What follows belongs to an exercise in optimizing a design on an open flow for small area, a short achievable clock period and few clock cycles; a production flow would make more cautious choices.
The RTL was checked by simulation tests, not by an equivalence proof against the original design.
Power and IR drop assume default switching activity.

==> flow/design.v (excerpt) <==
module tc_engine (
    input  wire        clk,
    input  wire        rst,           
    input  wire        cmd_valid,
    output reg         cmd_ready,
    input  wire [1:0]  cmd_op,        
    input  wire [47:0] cmd_data,      
    input  wire [15:0] cmd_cent,      
    input  wire        cmd_midf,      
    output reg         done,
    output reg  [2:0]  done_evt,      
    output reg  [2:0]  eng_state,
    output reg         mode,
    output wire [3:0]  err_code,
    output reg  [5:0]  sec,
    output reg  [5:0]  min,
    output reg  [4:0]  hr,
    output wire [31:0] days,
    output reg  [1:0]  page,
    output reg  [15:0] cent,
    output reg         midf,
    output reg         bank,
    output wire [1:0]  blink,
    output reg         lcd_on,
    output wire [47:0] disp0,         
    output wire [47:0] disp1
);
    localparam [1:0] OP_TICK = 2'd0, OP_COMMIT = 2'd1, OP_LAUNCH = 2'd2, OP_RESTORE = 2'd3;
    localparam [2:0] ST_IDLE = 3'd0, ST_COUNTING = 3'd2, ST_UNLOCKING = 3'd3,
                     ST_TERMINAL = 3'd4, ST_ERROR = 3'd5;
    localparam [3:0] PH_IDLE = 4'd0, PH_COMMIT = 4'd1, PH_RV = 4'd2, PH_R1 = 4'd3,
                     PH_RC = 4'd4, PH_R2 = 4'd5, PH_RADD = 4'd6, PH_DD = 4'd7,
                     PH_DAY = 4'd8, PH_CENT = 4'd9, PH_CFIN = 4'd10;
    localparam [23:0] CD_BLANK = 24'hFFFFFF, CD_ERR = 24'hEAAFF2, CD_NINES = 24'h999999;
    function [6:0] f60;
        input [6:0] i;
        begin
            f60[0] = (i[0]);
  ...
==> flow/config.mk <==
export PLATFORM = sky130hd
export DESIGN_NAME = tc_engine
export DESIGN_NICKNAME = tc_engine
export VERILOG_FILES = /design/flow/design.v
export SDC_FILE = /design/flow/constraint.sdc
export NUM_CORES = 4
export LEC_CHECK = 0
export CAP_MARGIN = 20
export CORE_MARGIN = 2
export CORE_UTILIZATION = 50
export SETUP_SLACK_MARGIN = 2
export SLEW_MARGIN = 20
==> flow/constraint.sdc <==
create_clock -name core_clock -period 60.0 [get_ports {clk}]
set_input_delay 12.0000 -clock core_clock [delete_from_list [all_inputs] [get_ports {clk}]]
set_output_delay 12.0000 -clock core_clock [all_outputs]
set_load 0.01 [all_outputs]
standard.sh (not shown) runs the stock make flow with config.mk's settings and CLKGATE_MAP_FILE= SYNTH_SCRIPT=/design/flow/synth_recipe.tcl, a recipe that flattens the netlist after the stock synthesis.
==> flow/flow/run.sh <==
#!/bin/bash
# Layout flow: the standard synthesis (standard.sh synth); then ABC maps the
# combinational logic of that netlist again, for area, with every register cell
# kept as it is (same cells, same instance names); then the standard layout
# (standard.sh) on that netlist, with sky130 buf_1 cells as the port buffers.
# Each tool's output goes to a log file of its own in this folder.
set -euo pipefail
R=orfs/results/${FLOW_PLATFORM}/tc_engine/base
LIB=${FLOW_HOME}/platforms/${FLOW_PLATFORM}/lib/sky130_fd_sc_hd__tt_025C_1v80.lib
YOSYS=${FLOW_HOME}/../tools/install/yosys/bin/yosys
export BUFFER_PORTS_ARGS="-buffer_cell sky130_fd_sc_hd__buf_1"

bash standard.sh synth > standard_synth.log 2>&1

cp "$R/1_2_yosys.v" standard_1_2_yosys.v
sed -e "s#LIB#$LIB#g" -e "s#NETLIST#standard_1_2_yosys.v#" -e "s#TOP#$FLOW_TOP#g" \
    -e "s#OUT#$R/1_2_yosys.v#" flow/resynth.ys > resynth_run.ys
"$YOSYS" -s resynth_run.ys > resynth.log 2>&1
rm -f "$R/1_synth.odb" "$R/1_synth.sdc"

bash standard.sh > standard_layout.log 2>&1
==> flow/flow/resynth.ys <==
read_liberty -ignore_miss_func LIB
read_verilog NETLIST
hierarchy -top TOP
setattr -mod -set blackbox 1 sky130_fd_sc_hd__*df*
flatten
opt -purge
abc -liberty LIB -script "+strash;dc2;dch,-f;map,-a;strash;dc2;dch,-f;map,-a;topo;" -dont_use sky130_fd_sc_hd__lpflow_* -dont_use sky130_fd_sc_hd__probe*
splitnets
opt_clean -purge
hilomap -singleton -hicell sky130_fd_sc_hd__conb_1 HI -locell sky130_fd_sc_hd__conb_1 LO
insbuf -buf sky130_fd_sc_hd__buf_4 A X
rename -hide w:*.*
rename -enumerate
select -module TOP
write_verilog -noattr -nohex -nodec -selected OUT
Testbench counts at the start, summed over its fixed seeds: cycles 27,336.
Then changed:
--- a/flow/flow/resynth.ys
+++ b/flow/flow/resynth.ys
@@ -5,5 +5,5 @@
 flatten
 opt -purge
-abc -liberty LIB -script "+strash;dc2;dch,-f;map,-a;strash;dc2;dch,-f;map,-a;topo;" -dont_use sky130_fd_sc_hd__lpflow_* -dont_use sky130_fd_sc_hd__probe*
+abc -liberty LIB -dont_use sky130_fd_sc_hd__lpflow_* -dont_use sky130_fd_sc_hd__probe*
 splitnets
 opt_clean -purge
--- a/flow/config.mk
+++ b/flow/config.mk
@@ -8,5 +8,5 @@
 export CAP_MARGIN = 20
 export CORE_MARGIN = 2
-export CORE_UTILIZATION = 50
+export CORE_UTILIZATION = 40
 export SETUP_SLACK_MARGIN = 2
 export SLEW_MARGIN = 20
What happened: Final cell count shrinks by 2.2%; via count drops by 3.7%; power grows by 26%; synthesized area rises by 1.2%; non-clock buffer count came out higher by 21; maximum frequency climbs by 6.0%; worst hold slack degrades by 0.027 ns; setup slack gains 0.91 ns; routed wire length goes up by 0.97%; global-route usage shrinks by 9.4 points.
Then changed:
--- a/flow/config.mk
+++ b/flow/config.mk
@@ -9,4 +9,5 @@
 export CORE_MARGIN = 2
 export CORE_UTILIZATION = 40
+export CTS_BUF_LIST = sky130_fd_sc_hd__clkbuf_4 sky130_fd_sc_hd__clkbuf_8
 export SETUP_SLACK_MARGIN = 2
 export SLEW_MARGIN = 20
After rerunning: Count of clock-buffer cells in the layout is unchanged; total power went down by 2.1%; register-to-register slack loses 0.12 ns; sequential power hardly moves.
Then changed:
==> flow/run.sh (new file) <==
#!/bin/bash
# synth_recipe.tcl (not shown) runs the flow's synth.tcl, then flattens the netlist and writes it again
# the make line also repeats each setting of config.mk as NAME=value (left out here)
make -C /OpenROAD-flow-scripts/flow DESIGN_CONFIG=/design/flow/config.mk WORK_HOME=/design/flow/orfs CLKGATE_MAP_FILE= SYNTH_SCRIPT=/design/flow/synth_recipe.tcl finish
--- a/flow/config.mk
+++ b/flow/config.mk
@@ -9,5 +9,4 @@
 export CORE_MARGIN = 2
 export CORE_UTILIZATION = 40
-export CTS_BUF_LIST = sky130_fd_sc_hd__clkbuf_4 sky130_fd_sc_hd__clkbuf_8
 export SETUP_SLACK_MARGIN = 2
 export SLEW_MARGIN = 20
removed: flow/flow/run.sh
removed: flow/flow/resynth.ys
removed: flow/standard.sh
Effect: The changed run completed without violations; cell area grows by 21%; final cell count goes up by about 5%; utilization grows by 2.4 points; flip-flop and latch count stays the same; non-clock buffer count rose by 8; area after synthesis rises by 16%; wire length came out higher by 9.1%; sequential share of layout area came out lower by 3.3 points; total power barely changes.

==> separate check: timing with driven ports <==
The flow's constraints put no driver on any port. The routed layouts listed below were extracted and timed again, unchanged, in two steps.
Step 1 assumes that a clkbuf_16 drives the clock port and a buf_2 every other input.
Step 2 also shifts input and output timing later by t, the mid clock arrival at the registers, as if the neighbouring blocks saw the same clock.
a / b / c = ideal ports / drivers / drivers and shift; a / b = the first two.
run	t, ns	slack for setup (ns)	worst data-port slew with drivers (ns)
the first run	0.502	43.953 / 43.972 / 43.469	0.08
the second run	0.515	44.862 / 44.891 / 44.376	0.05
the third run	0.556	44.955 / 44.981 / 44.425	0.05
the fourth run	0.528	44.831 / 44.789 / 44.335	0.06
After both steps setup and hold are still met in every run listed. For the third run, which loses most, drivers alone change the setup slack by +0.026 ns; drivers and shift together by -0.530 ns.
